Source: an optimization exercise on an open RTL-to-GDS flow (aim: a short achievable clock period and few clock cycles). Production flows keep margins and buffers that such runs may drop. Function was checked by simulation only, so behaviour that the tests miss may differ from the original. The flow treats the clock pin as an ideal source, which a real chip does not have.

// pxd_engine
module pxd_engine (
    input  wire        clk,
    input  wire        rst,
    input  wire        start,
    input  wire [71:0] cft,         
    input  wire [15:0] plen,        
    output wire        idle,
    output reg         done,
    output reg  [1:0]  err,         
    output reg  [16:0] out_len,
    input  wire        in_valid,
    input  wire [7:0]  in_data,
    output reg         in_ready,
    output reg         mem_we,
    output reg  [15:0] mem_waddr,
    output reg  [7:0]  mem_wdata,
    output reg         mem_re,
    output wire [15:0] mem_raddr,
    input  wire [7:0]  mem_rdata
);
    localparam E_OK    = 2'd0;
    localparam E_UNDER = 2'd1;
    localparam E_TRUNC = 2'd2;
    localparam E_RANGE = 2'd3;
    localparam K_LIT = 2'd0;    
    localparam K_MEM = 2'd1;    
    localparam K_H0  = 2'd2;    
    localparam K_H1  = 2'd3;    
    localparam P_CMD = 2'd0;
    localparam P_OP  = 2'd1;
    localparam P_SQ2 = 2'd2;
    localparam QD = 12;         
    reg        idle_r;          
    reg        run;             
    reg        nrdy;            
    assign idle = idle_r;
    reg [71:0] cft_r;
    reg [15:0] coh [0:8];       
    reg [8:0]  lut [0:15];      
    integer v, i;
    reg       f_hit;
    reg [3:0] f_idx;
    always @(posedge clk) begin
        if (!run)
            cft_r <= cft;
        for (i = 0; i < 9; i = i + 1)
            coh[i] <= (cft_r[8*i+4 +: 4] == 4'd0) ? (16'd1 << cft_r[8*i +: 4]) : 16'd0;
        for (v = 0; v < 16; v = v + 1) begin
            f_hit = 1'b0;
            f_idx = 4'd0;
            for (i = 8; i >= 0; i = i - 1)
                if (coh[i][v]) begin
  ...
For scale: ~3300 cells after synthesis, ~940 flip-flops, roughly 33000 sq um of cells after synthesis.
export LEC_CHECK = 0
export ABC_CLOCK_PERIOD_IN_PS = 2000
export CAP_MARGIN = 20
export CORE_MARGIN = 2
export CORE_UTILIZATION = 55
export CTS_CLUSTER_DIAMETER = 120
export CTS_CLUSTER_SIZE = 30
export SETUP_SLACK_MARGIN = 5
export SLEW_MARGIN = 20
create_clock -name core_clock -period 7.0 [get_ports {clk}]
standard.sh (not shown) runs the stock make flow with config.mk's settings and CLKGATE_MAP_FILE= SYNTH_SCRIPT=/design/flow/synth_recipe.tcl, a recipe that flattens the netlist after the stock synthesis.
==> flow/flow/run.sh <==
#!/bin/bash
set -e
export POST_CTS_TCL="$(pwd)/flow/rmroot.tcl"
bash standard.sh > standard.log 2>&1
==> flow/flow/rmroot.tcl <==
set rr_block [ord::get_db_block]
set rr_clknet [[$rr_block findBTerm clk] getNet]
set rr_its [$rr_clknet getITerms]
puts "rmroot: clock net [$rr_clknet getName] feeds [llength $rr_its] cell pins"
if {[llength $rr_its] == 1} {
  set rr_root [[lindex $rr_its 0] getInst]
  set rr_master [[$rr_root getMaster] getName]
  set rr_onet [[$rr_root findITerm X] getNet]
  set rr_loads {}
  foreach rr_it [$rr_onet getITerms] {
    if {[$rr_it getInst] != $rr_root} { lappend rr_loads $rr_it }
  }
  puts "rmroot: root [$rr_root getName] ($rr_master) drives [llength $rr_loads] pins"
  if {[string match "sky130_fd_sc_hd__clkbuf_*" $rr_master] && [llength $rr_loads] <= 4 && [llength [$rr_onet getBTerms]] == 0} {
    foreach rr_it $rr_loads {
      $rr_it disconnect
      $rr_it connect $rr_clknet
    }
    [$rr_root findITerm A] disconnect
    odb::dbInst_destroy $rr_root
    odb::dbNet_destroy $rr_onet
    puts "rmroot: root buffer removed; the clock port now feeds [llength [$rr_clknet getITerms]] pins"
  } else {
    puts "rmroot: root buffer kept"
  }
}
estimate_parasitics -placement
report_clock_latency
The first run went through all stages and came out clean.
Testbench counts at the start, summed over its fixed seeds: cycles 151,315.
Change:
--- a/flow/config.mk
+++ b/flow/config.mk
@@ -12 +12 @@
-export CTS_CLUSTER_DIAMETER = 120
+export CTS_CLUSTER_DIAMETER = 100
What happened: Clock skew shrinks by 0.0046 ns. Wire length is about the same. Clock-buffer cell count does not change. Final cell count hardly moves. Critical path depth does not change. Die area stays the same.

[static timing again, ports no longer ideal]
The results above use ideal ports. As a check the final layouts listed here were re-extracted and re-timed, cells and wires unchanged.
Step 1: set_driving_cell puts a clkbuf_16 on clk and a buf_2 on each other input, an assumption about the parent block.
Step 2 also shifts input and output timing later by t, the mid clock arrival at the registers, as if the neighbouring blocks saw the same clock.
a / b / c = no drivers / after step 1 / after step 2; a / b = the first two.
| run | t, ns | setup slack, ns | worst setup path after step 2 | latest minus earliest clock arrival (ns) |
|---|---|---|---|---|
| the first run | 0.516 | 4.734 / 4.610 / 4.446 | input to register | 0.029 / 0.029 |
| the second run | 0.524 | 4.737 / 4.612 / 4.435 | input to register | 0.024 / 0.023 |
After both steps every run listed still meets setup and hold. For the second run, which loses most, drivers alone change the setup slack by -0.125 ns; drivers and shift together by -0.302 ns.
